Context: an optimization exercise on an open-source flow, tuned for small area, a short achievable clock period and few clock cycles. The choices shown serve that exercise and are no tape-out recipe.
In this exercise RTL edits were held to simulation tests only and were not proved equivalent to the original.
Power and IR drop assume default switching activity.

`design/flow/design.v`:
```
module ufs_core (
    input  wire        clk,
    input  wire        rst,
    input  wire        rx_valid,
    input  wire [7:0]  rx_data,
    output wire        rx_ready,
    output reg         tx_valid,
    output wire [7:0]  tx_data,
    input  wire        tx_ready,
    output reg         mem_clr,
    output reg         buf_we,
    output wire [13:0] buf_addr,
    output wire [7:0]  buf_wdata,
    output reg         name_we,
    output wire [5:0]  name_addr,
    output wire [7:0]  name_wdata,
    output reg         st_valid,
    input  wire        st_ready,
    output wire [5:0]  st_name_len,
    output wire [13:0] st_length
);
    reg        rdy;
    reg        v1;
    reg  [7:0] d1;
    wire       fire = rx_valid & rdy;
    assign rx_ready = rdy;
    reg s_seek, s_cmd, s_n, s_name, s_tail, s_dsh, s_dsl, s_dlen, s_ddata, s_cs, s_skip;
    reg        is_s, is_e;       
    reg  [7:0] csum;
    reg  [7:0] rem;              
    reg  [1:0] sc;               
    reg        nbig;             
    reg        sbig;             
    reg        eq28;             
    reg        seqh0, seqlo, seq41;
    reg        fok;              
    reg        dv, good;         
    reg        active;
    reg  [5:0] name_len;
    reg [13:0] declared_size;
    assign st_name_len = name_len;
    assign st_length   = declared_size;
    reg [13:0] ad;
    assign buf_addr   = ad;
    assign name_addr  = ad[5:0];
    assign buf_wdata  = d1;
    assign name_wdata = d1;
    reg [503:0] ring;
    reg  [5:0] ph;
    reg        drn1, drn2;
    wire [7:0] r63 = ring[503:496];
    wire       ph_end = (ph == 6'd62);
    wire [5:0] ph_inc = ph_end ? 6'd0 : ph + 6'd1;
    reg        txd7;
    reg  [4:0] txd;
    assign tx_data = {txd7, 2'b00, txd};
    reg  [1:0] tx_n;             
    reg  [1:0] tx_c;             
    wire [7:0] b    = d1;
    wire       hdr  = (b == 8'h81);
    wire       b0   = (b == 8'd0);
    wire       rem1 = (rem == 8'd1);
    wire       sc3  = (sc == 2'd3);
    wire p_seek  = v1 & s_seek;
    wire p_cmd   = v1 & s_cmd;
    wire p_n     = v1 & s_n;
    wire p_name  = v1 & s_name;
    wire p_tail  = v1 & s_tail;
    wire p_dsh   = v1 & s_dsh;
    wire p_dsl   = v1 & s_dsl;
    wire p_dlen  = v1 & s_dlen;
    wire p_ddata = v1 & s_ddata;
    wire p_cs    = v1 & s_cs;
    wire p_skip  = v1 & s_skip;
    wire c90 = (b == 8'h90);
    wire c91 = (b == 8'h91);
    wire c92 = (b == 8'h92);
    wire n_skip = (b >= 8'd249);
    wire d_skip = (b >= 8'd251);
    wire ns_seek  = (s_seek & ~(v1 & hdr)) | p_cs | (p_skip & rem1);
    wire ns_cmd   = (p_seek & hdr) | (s_cmd & ~v1);
    wire ns_n     = (p_cmd & c90) | (s_n & ~v1);
    wire ns_name  = (p_n & ~n_skip & ~b0) | (s_name & ~(v1 & rem1));
    wire ns_tail  = (p_cmd & c92) | (p_n & b0) | (p_name & rem1) | (s_tail & ~(v1 & sc3));
    wire ns_dsh   = (p_cmd & c91) | (s_dsh & ~v1);
    wire ns_dsl   = p_dsh | (s_dsl & ~v1);
    wire ns_dlen  = p_dsl | (s_dlen & ~v1);
    wire ns_ddata = (p_dlen & ~d_skip & ~b0) | (s_ddata & ~(v1 & rem1));
    wire ns_cs    = (p_tail & sc3) | (p_dlen & b0) | (p_ddata & rem1) | (s_cs & ~v1);
    wire ns_skip  = (p_cmd & ~c90 & ~c91 & ~c92) | (p_n & n_skip) | (p_dlen & d_skip) |
                    (s_skip & ~(v1 & rem1));
    wire n_ok     = (b[7:6] == 2'b00) & ~b0;               
    wire size_ok  = ~sbig & ~(eq28 & ~b0);
    wire commit   = p_tail & sc3 & is_s & ~nbig & size_ok;
    wire fok_dlen = active & (seqlo | (seq41 & b0));
    wire nbig_nx  = p_n ? (b[7:6] != 2'b00) : nbig;
    wire fok_nx   = p_dlen ? fok_dlen : fok;
    wire ins     = p_name & active & ~nbig;
    wire take_name = fire & ns_name;
    wire take_data = fire & ns_ddata;
    wire [1:0] ncode   = {is_s & good, ~good};   
    wire       st_set  = dv & is_e & good;
    wire       st_nxt  = st_set | (st_valid & ~st_ready);
    wire       drn_set = dv & is_s & fok & good & active;
    wire       drn_nxt = drn_set | drn1 | (drn2 & ~ph_end);
    wire xfer     = tx_valid & tx_ready;
    wire tx_last  = xfer & (tx_n == 2'd0);
    wire tx_vnx   = dv | (tx_valid & ~tx_last);    
    wire cs_after_take = (p_dlen & (b == 8'd1)) | (p_ddata & (rem == 8'd2)) |
                         (s_ddata & ~v1 & rem1) |
                         (p_tail & (sc == 2'd2)) | (s_tail & ~v1 & sc3) | ns_dlen;
    wire may_cs        = fire ? cs_after_take : ns_cs;
    wire enter_align = p_n & active & n_ok;
    wire in_align    = ns_name & active & ~nbig_nx;
    wire align_hit   = (ph_inc == ad[5:0]) | ((ad[5:0] == 6'd63) & (ph == 6'd61));
    wire align_ok    = enter_align ? (ph == 6'd61) : (fire | align_hit);
    wire stall       = (may_cs & tx_vnx) | st_nxt | drn_nxt;
    wire rdy_nxt     = ~stall & ~(ns_n & active & fire) &
                       (~(enter_align | in_align) | align_ok);
    always @(posedge clk) begin
        d1   <= drn2 ? r63 : rx_data;
        ring <= {ring[495:0], ins ? b : r63};
    end
    always @(posedge clk) begin
        if (rst) begin
            rdy     <= 1'b1;
            v1      <= 1'b0;
            s_seek  <= 1'b1;
            s_cmd   <= 1'b0;  s_n    <= 1'b0;  s_name  <= 1'b0;  s_tail <= 1'b0;
            s_dsh   <= 1'b0;  s_dsl  <= 1'b0;  s_dlen  <= 1'b0;  s_ddata <= 1'b0;
            s_cs    <= 1'b0;  s_skip <= 1'b0;
            dv      <= 1'b0;
            active  <= 1'b0;
            mem_clr <= 1'b0;
            buf_we  <= 1'b0;
            name_we <= 1'b0;
            st_valid <= 1'b0;
            tx_valid <= 1'b0;
            ph      <= 6'd0;
            drn1    <= 1'b0;
            drn2    <= 1'b0;
        end else begin
            rdy     <= rdy_nxt;
            v1      <= fire;
            ph      <= ph_inc;
            s_seek  <= ns_seek;  s_cmd <= ns_cmd;  s_n <= ns_n;  s_name <= ns_name;
            s_tail  <= ns_tail;  s_dsh <= ns_dsh;  s_dsl <= ns_dsl;  s_dlen <= ns_dlen;
            s_ddata <= ns_ddata; s_cs <= ns_cs;    s_skip <= ns_skip;
            dv      <= p_cs;
            mem_clr <= (p_n & ~active & (b[7:6] == 2'b00)) | (dv & is_s & fok & active);
            buf_we  <= take_data & fok_nx;
            name_we <= (take_name & ~active & ~nbig_nx) | (drn2 & (ph < name_len));
            if (dv) begin
                if (is_s) begin
                    if (fok) active <= good;
                end else if (is_e) begin
                    active <= 1'b0;
                end
            end
            if (st_set) st_valid <= 1'b1;
            else if (st_ready) st_valid <= 1'b0;
            if (drn_set) drn1 <= 1'b1;
            if (drn1 & ph_end) begin drn1 <= 1'b0; drn2 <= 1'b1; end
            if (drn2 & ph_end) drn2 <= 1'b0;
            tx_valid <= tx_vnx;
        end
    end
    wire [7:0] ad_base = (p_n | p_dlen) ? 8'hff : ad[7:0];
    always @(posedge clk) begin
        if (v1) begin
            if (s_seek) csum <= 8'h81;
            else        csum <= csum + b;
        end
        if (p_cmd) begin
            is_s <= c90;
            is_e <= c92;
            fok  <= active;                  
            sc   <= 2'd2;
            rem  <= 8'd255;                  
        end
        if (p_n) begin
            nbig <= (b[7:6] != 2'b00);
            sbig <= 1'b0;
            sc   <= 2'd0;
            rem  <= n_skip ? 8'd254 : b;
        end
        if (p_name)  rem <= rem - 8'd1;
        if (p_tail) begin
            sc <= sc + 2'd1;
            if (sc == 2'd0 || sc == 2'd1) sbig <= sbig | ~b0;
            if (sc == 2'd2) begin
                sbig <= sbig | (b > 8'h28);
                eq28 <= (b == 8'h28);
            end
            if (sc3 && is_s) fok <= commit;
        end
        if (commit) begin
            name_len      <= ad[5:0] + 6'd1;
            declared_size <= {ad[13:8], b};
        end
        if (p_dsh) seqh0 <= b0;
        if (p_dsl) begin
            seqlo <= seqh0 & ~b0 & (b <= 8'd40);
            seq41 <= seqh0 & (b == 8'd41);
        end
        if (p_dlen) begin
            fok  <= fok_dlen;
            rem  <= d_skip ? 8'd252 : b;
        end
        if (p_ddata) rem <= rem - 8'd1;
        if (p_skip)  rem <= rem - 8'd1;
        if (p_cs)    good <= (csum == b) & fok;
        if (take_name | take_data) ad[7:0] <= ad_base + 8'd1;
        else                       ad[7:0] <= ad_base;
        if (p_tail & (sc == 2'd2)) ad[13:8] <= b[5:0];
        if (p_dsl)                 ad[13:8] <= b[5:0] - 6'd1;
        if (drn2)                  ad[5:0]  <= ph;
        if (xfer & (tx_n != 2'd0)) begin
            tx_n <= tx_n - 2'd1;
            {txd7, txd} <= (tx_n == 2'd2) ? {1'b1, 5'h13 + {3'd0, tx_c}} : {1'b0, 5'h14 + {3'd0, tx_c}};
        end else if (dv) begin
            tx_n <= 2'd2;
            {txd7, txd} <= 6'h21;
            tx_c <= ncode;
        end
    end
endmodule
```
`design/flow/flow/run.sh`:
```
#!/bin/bash
# Standard ORFS layout, with the port buffers made from plain buffers,
# repair_timing asked for more setup margin, and CTS without dummy loads.
set -euo pipefail
export BUFFER_PORTS_ARGS="-buffer_cell sky130_fd_sc_hd__buf_2"
export SETUP_SLACK_MARGIN=5.2
export CTS_ARGS="-sink_clustering_enable -repair_clock_nets -sink_clustering_size 28 -sink_clustering_max_diameter 100 -dont_use_dummy_load"
bash standard.sh > standard.log 2>&1
```
`design/flow/standard.sh`:
```
#!/bin/bash
# synth_recipe.tcl (not shown) runs the flow's synth.tcl, then flattens the netlist and writes it again
# the make line also repeats each setting of config.mk as NAME=value (left out here)
make -C /OpenROAD-flow-scripts/flow DESIGN_CONFIG=/design/flow/config.mk WORK_HOME=/design/flow/orfs CLKGATE_MAP_FILE= SYNTH_SCRIPT=/design/flow/synth_recipe.tcl "${@:-finish}"
```
`design/flow/config.mk`:
```
export PLATFORM = sky130hd
export DESIGN_NAME = ufs_core
export DESIGN_NICKNAME = ufs_core
export VERILOG_FILES = /design/flow/design.v
export SDC_FILE = /design/flow/constraint.sdc
export NUM_CORES = 4
export LEC_CHECK = 0
export CAP_MARGIN = 20
export CORE_MARGIN = 2
export CORE_UTILIZATION = 65
export CTS_CLUSTER_DIAMETER = 100
export CTS_CLUSTER_SIZE = 28
export SLEW_MARGIN = 20
```
`design/flow/constraint.sdc`:
```
create_clock -name core_clock -period 8.0 [get_ports {clk}]
set_input_delay 1.6000 -clock core_clock [delete_from_list [all_inputs] [get_ports {clk}]]
set_output_delay 1.6000 -clock core_clock [all_outputs]
set_load 0.01 [all_outputs]
```
==> impl_metrics.tcl <==
set metrics [dict create \
    postRouteAntennaNets 0 \
    worstPathBufferInverterCount 1 \
    synth-seq-cells 611 \
    setup_tns_ns 0 \
    worstPathArrival_ns 1.18 \
    nNetsFinal 1193 \
    crit_path_max_incr_delay_ns 0.46 \
    rsz0062_at_grt "yes" \
    die_h_um 160.3 \
    grt_start_max_net_pins 36 \
    cp.depth 1 \
    die-width_um 160.3 \
    ys_types 70 \
    hold_path_depth 0 \
    detailed_place_hpwl_mm 14.42 \
    ys_seq_area_share_pct 80.86 \
    netlist_instances 1070 \
    core_area_sq_mm 0.02418 \
    ff2ff_setup_slack_ns 5.43 \
    finalCritPeriodShare_pct 34.70 \
    clkTransAtPathRegs_ns 0.10 \
    post_drt_via_cell_ratio 4.973 \
    seq_area_sq_mm 0.01287 \
    rows 57 \
    ios 83 \
    yosysWarnings 1 \
    worst_clock_skew_ns 0.02798 \
    worstMarginPinSlew_ns 1.069 \
    fin_crit_ns 2.776 \
    synth.avg_cell_area_sq_um 14.83 \
    slew_violations 0 \
    antenna_found_initial 0 \
    clock-sinks 611 \
    synthArstFlopShare_pct 0 \
    min_path_type "flip-flop to flip-flop" \
    grt_pass1_wl_mm 36.90 \
    grt_pass1_vias 6976 \
    antennaDiodeCount 0 \
    drive_gt1_share_pct 14.32 \
    insertion_delay_ns 0.55 \
    finalWorstSetupSlack_ns 5.224 \
    fmax_ghz 0.3603 \
    syn-cell-area_sq_mm 0.01587 \
    wl_per_cell_um 15.58 \
    ctsHoldBuffers 0 \
    portBuffers 79 \
    initial_core_util_pct 65.64 \
    place.gp.congestion 0.8504 \
    ir_worst_vdd_mv 0.2241 \
    fill_cells 1600 \
    synth_edf_count 60 \
    cp_slowest_cell "edfxtp_1" \
    drt_iter0_drc 546 \
    cts-buffers-inserted 25 \
    die_area_sq_mm 0.02568 \
    path_class "flip-flop to primary output" \
    first_pass_iters 6 \
    hold_slack_ns 0.3189 \
    syn_to_final_growth_pct 8.121 \
    leakagePower_uw 0.006791 \
    num_vias 7305 \
    multiInputGateArea_sq_mm 0.002644 \
    grt_overflow_total 0 \
    cts-root-buf "clkbuf_16" \
    slew_headroom_pct 28.62 \
    track_usage_pct 18.00 \
    drc_errors 0 \
    critPathCaptureType "primary output" \
    cp_top_family "flip-flops" \
    final_util_pct 70.97 \
    dp_slack_ns 4.939 \
    tritoncts "yes" \
    power_density_mw_per_mm2 269.7 \
    hold_viol 0 \
    h-tree-depth 1 \
    crit_chain "buf_6" \
    crit_fanout 2 \
    worstRegToRegCells 5 \
    startpoint_type "flip-flop" \
    wirelength_mm 22.89 \
    status "finished clean" \
    required_ns 6.40 \
    drv_cap 0 \
    synth_ff_type "dfxtp_1" \
    finalSetupViolCount 0 \
    clockBufferDepth 3 \
]
-- routing by layer --
layer,routed length (um),part of all wire [%],vias to the layer above,GRT usage [%]
met5,0,0,-,0
met4,491,2.1,0,4.832
met3,1226,5.4,44,3.039
met2,9429,41,184,26.66
met1,11740,51,3405,27.79
li1,-,-,3672,-
-- cell usage after synthesis (all sizes together) (4+ instances only) --
cell	count	area, sq um
a211oi	7	52.55
a21o	7	53.80
a21oi	38	190.2
a31oi	4	40.04
a32oi	4	42.55
and2	7	45.05
buf	27	215.2
clkbuf	15	87.58
dfxtp	551	11030
edfxtp	60	1802
ha	32	400.4
inv	32	120.1
mux2	16	180.2
nand2	44	165.2
nand2b	6	37.54
nand3	15	87.59
nand4	8	50.05
nor2	50	187.7
nor2b	8	50.05
nor3	23	142.6
nor4	5	37.53
o21a	5	37.54
o21ai	25	125.1
or2	5	33.79
xnor2	17	148.9
xor2	14	122.6
-- cell families (layout without fill, tap and decap cells) --
group | count (synthesis) | in the layout | share of synthesized area, %
flops | 611 | 611 | 80.86
simple gates | 189 | 189 | 6.197
compound gates | 111 | 111 | 4.542
buf+inv | 75 | 148 | 2.689
fa+ha+maj | 33 | 33 | 2.649
xor+xnor | 31 | 31 | 1.711
mux | 19 | 19 | 1.325
other cells | 1 | 3 | 0.02363
-- metrics by stage --
stage	power [uW]	std cells	cell area [sq um]
2_1_floorplan	3290	1072	15900
3_3_place_gp	3313	1435	16410
3_5_place_dp	3315	1435	16410
4_1_cts	4664	1466	17120
5_1_grt	4783	1469	17160
6_report	4627	1469	17160
-- area by class of cell --
class	count	share of cell area [%]
timing repair buffer	90	2.822
multi-input combinational	386	15.41
tap	324	2.363
inverter	33	0.7219
clock buffer	25	3.646
sequential	611	75.04
-- worst paths after layout --
| check | from | to |
|---|---|---|
| setup / recovery | ad[11] | buf_addr[11] |
| hold / removal | ring[274] | ring[282] |
| setup reg to reg | d1[1] | name_len[2] |
| hold reg to reg | ring[274] | ring[282] |
-- sequential cells by signal (all words and copies together) (netlist names), 2 cells and up, named ones only --
name	cells
csum	8
name_len	6
rem	8
declared_size	14
tx_c	2
ad	14
sc	2
tx_n	2
txd	4
ph	6
d1	8
ring	504
-- cells in the final DEF (no fill, tap or decap), types with 4 or more instances in the layout --
master and instances:
a211oi_1 7, a21o_1 5, a21oi_1 38, and2_1 5, buf_2 78, buf_4 11
clkbuf_16 25, dfxtp_1 537, dfxtp_2 4, dfxtp_4 10, edfxtp_1 60, ha_1 32
inv_1 32, mux2_2 16, nand2_1 44, nand2b_1 6, nand3_1 14, nand4_1 8
nor2_1 50, nor2b_1 8, nor3_1 20, nor4_1 4, o21a_1 5, o21ai_0 20
o21ai_1 5, xnor2_1 17, xor2_1 14
-- report_power, final --
part           total [uW]  switching, uW  internal (uW)
Combinational         126           71.0           55.0
Sequential           3120           23.2           3100
Clock                1380            817            562
Total                4630            911           3720
-- repair_timing --
item	4_1_cts	5_1_grt
gates resized for setup	24	3
endpoints found under the setup margin	29	8
buffers inserted	6	3
Testbench counts, summed over its fixed seeds: cycles 69,380.

==> separate check: timing with driven ports <==
No port has a modelled driver above. Below, the same layout with a new extraction and two added sets of constraints. Step 1: set_driving_cell puts a clkbuf_16 on clk and a buf_2 on each other input, an assumption about the parent block. Step 2 times the ports against the registers' clock, not the clock port: input delays grow and output delays shrink by t, the midpoint of the rising clock arrivals with the driver on. a / b / c = no drivers / after step 1 / after step 2; a / b = the first two.
t, ns: 0.587
setup WS [ns]: 5.224 / 5.178 / 5.163
hold slack, ns: 0.319 / 0.319 / 0.319
latest minus earliest clock arrival (ns): 0.031 / 0.031
worst slew at a driven data input, ns: 0.05
After both steps this run still meets setup and hold. For this run, drivers alone change the setup slack by -0.046 ns; drivers and shift together by -0.061 ns.
